From an optimization exercise on the open Yosys and OpenROAD flow, aimed at small area, a short achievable clock period and few clock cycles per item; shortcuts taken in it are not production practice. Function was checked by simulation only, so behaviour that the tests miss may differ from the original.

==> job 562: inputs <==
## bin_smooth
module bin_smooth #(
    parameter [25:0] CUT = 26'b10_0001_0000_0010_0000_0000_0000
) (
    input  wire        clk,
    input  wire        rst,
    input  wire        in_valid,
    output wire        in_ready,
    input  wire [31:0] in_xr,
    input  wire [31:0] in_xi,
    input  wire [31:0] in_state,
    input  wire [31:0] in_alpha,
    output reg         out_valid,
    input  wire        out_ready,
    output reg  [31:0] out_mag,
    output reg  [31:0] out_state
);
    reg         k_v;             
    reg         rdy_q;           
    reg         stall_q;         
    reg  [31:0] k_mag, k_state;
    wire        adv = !stall_q;  
    assign in_ready = rdy_q;
    reg         v0;
    reg  [31:0] r_xr, r_xi, r_st, r_al;
    always @(posedge clk) begin
        if (rst)      v0 <= 1'b0;
        else if (adv) v0 <= in_valid;
    end
    always @(posedge clk) begin
        if (adv) begin
            r_xr <= in_xr;
            r_xi <= in_xi;
            r_st <= in_state;
            r_al <= in_alpha;
        end
    end
    wire [31:0] sq_r, sq_i, keep1, oma1;
    fp_sqr  u_sq_r (.x(r_xr), .y(sq_r));
    fp_sqr  u_sq_i (.x(r_xi), .y(sq_i));
    fp_mulg u_keep (.a(r_al), .b(r_st), .y(keep1));
    fp_oma  u_oma  (.al(r_al), .y(oma1));
    wire [31:0] sum;
    fp_addp u_sum (.a({1'b0, sq_r[30:0]}), .b({1'b0, sq_i[30:0]}), .y(sum));
    reg         v1;
    reg  [30:0] r_sum;
    reg  [31:0] r_keep1, r_oma1;
    always @(posedge clk) begin
        if (rst)      v1 <= 1'b0;
        else if (adv) v1 <= v0;
    end
    always @(posedge clk) begin
        if (adv) begin
            r_sum   <= sum[30:0];
            r_keep1 <= keep1;
            r_oma1  <= oma1;
        end
    end
    wire [24:0] y0;
    wire [7:0]  ey0;
    wire [1:0]  sp0;
    sqrt_pre u_pre (.a(r_sum), .y(y0), .ey(ey0), .sp(sp0));
    localparam SW = 25 + 8 + 2 + 32 + 32 + 1;    
    wire [26:0]   ra [0:25];
    wire [25:0]   qa [0:25];
    wire [SW-1:0] sa [0:25];
    assign ra[0] = 27'd0;
    assign qa[0] = 26'd0;
    assign sa[0] = {y0, ey0, sp0, r_keep1, r_oma1, v1};
    genvar k;
    generate
        for (k = 0; k <= 25; k = k + 1) begin : it
            wire [k:0]    rc;
            wire [k:0]    qc;
  ...
export LEC_CHECK = 0
export ABC_AREA = 1
export CAP_MARGIN = 20
export CORE_MARGIN = 2
export CORE_UTILIZATION = 70
export SETUP_SLACK_MARGIN = 5
export SLEW_MARGIN = 20
create_clock -name core_clock -period 230.0 [get_ports {clk}]
standard.sh (not shown) runs the stock make flow with config.mk's settings and CLKGATE_MAP_FILE= SYNTH_SCRIPT=/design/flow/synth_recipe.tcl, a recipe that flattens the netlist after the stock synthesis.
==> flow/flow/run.sh <==
#!/bin/bash
set -euo pipefail
R=orfs/results/sky130hd/bin_smooth/base
bash standard.sh synth > flow_synth.log 2>&1
python3 flow/fapol.py $R/1_2_yosys.v > flow_fapol.log 2>&1
rm -f $R/1_synth.odb $R/1_synth.sdc
bash standard.sh place > flow_place.log 2>&1
openroad -no_init -exit flow/ports.tcl > flow_ports.log 2>&1
bash standard.sh finish > flow_finish.log 2>&1
Other scripts of this flow, unchanged in this note and not shown: flow/flow/fapol.py, flow/flow/ports.tcl
==> job 3972 (differences from job 562) <==
--- a/flow/config.mk
+++ b/flow/config.mk
@@ -8,6 +8,6 @@
 export ABC_AREA = 1
 export CAP_MARGIN = 20
 export CORE_MARGIN = 2
-export CORE_UTILIZATION = 70
+export CORE_UTILIZATION = 65
 export SETUP_SLACK_MARGIN = 5
 export SLEW_MARGIN = 20
==> results.cfg <==
[cells_and_area]
clockBufferCount = 83
mostFrequentLayoutCells = nand2_1 (2826), fa_1 (1353), inv_1 (1273)
area_growth_pct = 4.70
multi_input_area_um2 = 73100

[run_status]
outcome = complete, no violations

[critical_path]
crit_path_end = out_mag[19]

[grt]
track_usage_pct = 36.5
grt_use_met3_pct = 7.93

[floorplanning]
die_h_um = 398

[hold_path]
whs_endpoint = it[13].cut.sq[9]
(the above is from job 3972)
==> results.cfg <==
[run_status]
outcome = complete, no violations

[routing]
drc = 0

[critical_path]
crit_path_end = out_mag[16]
critPathMaxStageDelay_ns = 0.42

[cells_and_area]
multi_input_area_um2 = 73100
clockBufferCount = 85
mostFrequentLayoutCells = nand2_1 (2826), fa_1 (1353), inv_1 (1272)
area_growth_pct = 4.56

[hold_path]
whs_endpoint = it[13].cut.sq[3]

[grt]
grt_use_met3_pct = 8.86

[floorplanning]
die_h_um = 384
(the above is from job 562)
Testbench counts of job 562, summed over its fixed seeds: cycles 16,048, items 16,000.
Testbench counts of job 3972, summed over its fixed seeds: cycles 16,048, items 16,000.

-- afterwards: timing with drivers on the ports --
Ports are ideal in the flow. The routed layouts listed here were re-timed in OpenROAD. Step 1, drivers: a clkbuf_16 drives clk and a buf_2 each remaining input, both assumed. Step 2, shift: input delay + t, output delay - t, t = (earliest + latest rising clock arrival at the registers) / 2. This alone moves slack from input paths to output paths. a / b / c = ideal ports / drivers / drivers and shift; a / b = the first two.
run	t (ns)	setup WS [ns]	worst slew at a driven data input, ns	cell pins on the clock port's net
job 562	0.766	182.725 / 182.642 / 182.764	0.05	1
job 3972	0.759	182.748 / 182.663 / 182.743	0.06	1
After both steps setup and hold are still met in every run listed. The setup slack of job 3972, which loses most, moves by -0.085 ns with the drivers and by -0.005 ns with both steps.
